From an optimization exercise on the open Yosys and OpenROAD flow, aimed at small area and few clock cycles; shortcuts taken in it are not production practice. The RTL was checked by simulation tests, not by an equivalence proof against the original design. No activity file was given, so power comes from the tool's default toggle rates.

==> flow/design.v (excerpt) <==
module pff_raster (
    input  wire        clk,
    input  wire        rst,
    input  wire        cmd_valid,
    input  wire [31:0] cmd_data,
    output wire        cmd_ready,
    output wire        tok_valid,
    output wire        tok_cmd,
    output wire [7:0]  tok_byte,
    output wire        tok_last,
    input  wire        tok_ready,
    input  wire        err_clear,
    output wire        err,
    output wire [3:0]  err_code,
    output wire [31:0] err_cmd
);
For scale: ~0.016 mm^2 of cells after synthesis.
==> flow/config.mk <==
export PLATFORM = sky130hd
export DESIGN_NAME = pff_raster
export DESIGN_NICKNAME = pff_raster
export VERILOG_FILES = /design/flow/design.v
export SDC_FILE = /design/flow/constraint.sdc
export NUM_CORES = 4
export LEC_CHECK = 0
export ABC_AREA = 1
export CAP_MARGIN = 20
export CORE_MARGIN = 2
export CORE_UTILIZATION = 40
export CTS_BUF_LIST = sky130_fd_sc_hd__clkbuf_16
export CTS_CLUSTER_DIAMETER = 80
export CTS_CLUSTER_SIZE = 24
export PLACE_DENSITY = 0.6
export SLEW_MARGIN = 20
==> flow/constraint.sdc <==
create_clock -name core_clock -period 11.0 [get_ports {clk}]
set_input_delay 2.2000 -clock core_clock [delete_from_list [all_inputs] [get_ports {clk}]]
set_output_delay 2.2000 -clock core_clock [all_outputs]
set_load 0.01 [all_outputs]
run.sh (not shown) runs the stock make flow with config.mk's settings and CLKGATE_MAP_FILE= SYNTH_SCRIPT=/design/flow/synth_recipe.tcl, a recipe that flattens the netlist after the stock synthesis.
Testbench counts at the start, summed over its fixed seeds: cycles 496,792.
Edit:
--- a/flow/config.mk
+++ b/flow/config.mk
@@ -10,3 +10,3 @@
 export CORE_MARGIN = 2
-export CORE_UTILIZATION = 40
+export CORE_UTILIZATION = 55
 export CTS_BUF_LIST = sky130_fd_sc_hd__clkbuf_16
@@ -14,3 +14,3 @@
 export CTS_CLUSTER_SIZE = 24
-export PLACE_DENSITY = 0.6
+export PLACE_DENSITY = 0.7
 export SLEW_MARGIN = 20
The new run passed the timing, design-rule and antenna checks.
Design area falls by 1.5%.
Register-to-register slack got worse by 0.07 ns.
Die area falls by 27%.
Clock power falls by 8.4%.
Sequential power hardly moves.
Fmax rises by 1.6%.
Worst setup slack improved by 0.16 ns.
Sequential share of layout area rises by 0.55 points.
Core utilization rises by 17 points.
Non-clock buffer count falls by 3.
Hold slack improved by 0.0040 ns.
Edit:
==> flow/flow/run.sh (new file) <==
#!/bin/bash
# The standard layout (standard.sh) with two changes: the input and output
# ports get sky130 buf_1 buffers (the standard buffer_ports picks a larger
# delay cell), and the clock tree is built from clkbuf_16 sink clusters of up
# to 24 flip-flops without dummy loads. make's full output goes to
# standard.log in the work folder; ORFS keeps each step's log under orfs/logs.
set -euo pipefail
export BUFFER_PORTS_ARGS="-buffer_cell sky130_fd_sc_hd__buf_1"
export CTS_ARGS="-sink_clustering_enable -repair_clock_nets -dont_use_dummy_load -sink_clustering_size 24 -sink_clustering_max_diameter 80 -buf_list sky130_fd_sc_hd__clkbuf_16"
bash standard.sh > standard.log 2>&1
==> flow/standard.sh (new file) <==
#!/bin/bash
# synth_recipe.tcl (not shown) runs the flow's synth.tcl, then flattens the netlist and writes it again
# the make line also repeats each setting of config.mk as NAME=value (left out here)
make -C /OpenROAD-flow-scripts/flow DESIGN_CONFIG=/design/flow/config.mk WORK_HOME=/design/flow/orfs CLKGATE_MAP_FILE= SYNTH_SCRIPT=/design/flow/synth_recipe.tcl "${@:-finish}"
--- a/flow/config.mk
+++ b/flow/config.mk
@@ -10,7 +10,4 @@
 export CORE_MARGIN = 2
-export CORE_UTILIZATION = 55
-export CTS_BUF_LIST = sky130_fd_sc_hd__clkbuf_16
-export CTS_CLUSTER_DIAMETER = 80
-export CTS_CLUSTER_SIZE = 24
-export PLACE_DENSITY = 0.7
+export CORE_UTILIZATION = 40
+export PLACE_DENSITY = 0.6
 export SLEW_MARGIN = 20
removed: flow/run.sh
What happened: The changed run went through all stages and came out clean; routed wire length rises by a few percent; worst setup slack gets better by 0.23 ns; via count falls by a few percent; cell area falls slightly; fmax rises by a few percent; global-route usage falls by 8.9 points; area after synthesis is unchanged; cell count rises by a few percent; register-to-register slack gets better by 0.05 ns; power falls slightly; clock-buffer cell count rises by 5.
Edit:
==> flow/run.sh (new file) <==
#!/bin/bash
# synth_recipe.tcl (not shown) runs the flow's synth.tcl, then flattens the netlist and writes it again
# the make line also repeats each setting of config.mk as NAME=value (left out here)
make -C /OpenROAD-flow-scripts/flow DESIGN_CONFIG=/design/flow/config.mk WORK_HOME=/design/flow/orfs CLKGATE_MAP_FILE= SYNTH_SCRIPT=/design/flow/synth_recipe.tcl finish
--- a/flow/config.mk
+++ b/flow/config.mk
@@ -7,3 +7,2 @@
 export LEC_CHECK = 0
-export ABC_AREA = 1
 export CAP_MARGIN = 20
removed: flow/flow/run.sh
removed: flow/standard.sh
Outcome:
- The changed run ran to the end with no violations
- worst setup slack is worse by 0.41 ns
- non-clock buffer count is higher by 24
- via count is lower by 5.1%
- sequential share of layout area is lower by 2.6 points
- sequential cell count does not change
- routed wire length is lower by 5.6%
- clock power is higher by 43%
- design area is higher by 7.5%
- combinational power is higher by 24%

static timing again, ports no longer ideal:
No port has a modelled driver above. Below, the same layouts with a new extraction and two added sets of constraints.
Step 1 (the two cells are an assumption about what drives the block):
set clk [get_ports {clk}]
set_driving_cell -lib_cell sky130_fd_sc_hd__clkbuf_16 $clk
set_driving_cell -lib_cell sky130_fd_sc_hd__buf_2 [delete_from_list [all_inputs] $clk]
Step 2 adds t to the input delays and takes it off the output delays; t is the mean of the earliest and latest rising clock arrival at the registers after step 1. Input paths then give back, and output paths get back, about the clock's delay inside the block.
a / b / c = ideal / step 1 / step 2; a / b = the first two.
run	shift t [ns]	slack for setup (ns)	worst hold slack (ns)	worst setup path at the end	worst data-port slew with drivers (ns)
the first run	0.599	0.861 / 0.801 / 1.338	0.471 / 0.471 / 0.471	input to output	0.04
the second run	0.569	1.019 / 0.968 / 1.537	0.475 / 0.475 / 0.475	register to output	0.05
the third run	0.603	1.248 / 1.187 / 1.790	0.494 / 0.494 / 0.494	register to output	0.03
the fourth run	0.623	0.833 / 0.777 / 1.400	0.454 / 0.454 / 0.454	register to output	0.04
After both steps every run listed still meets setup and hold.
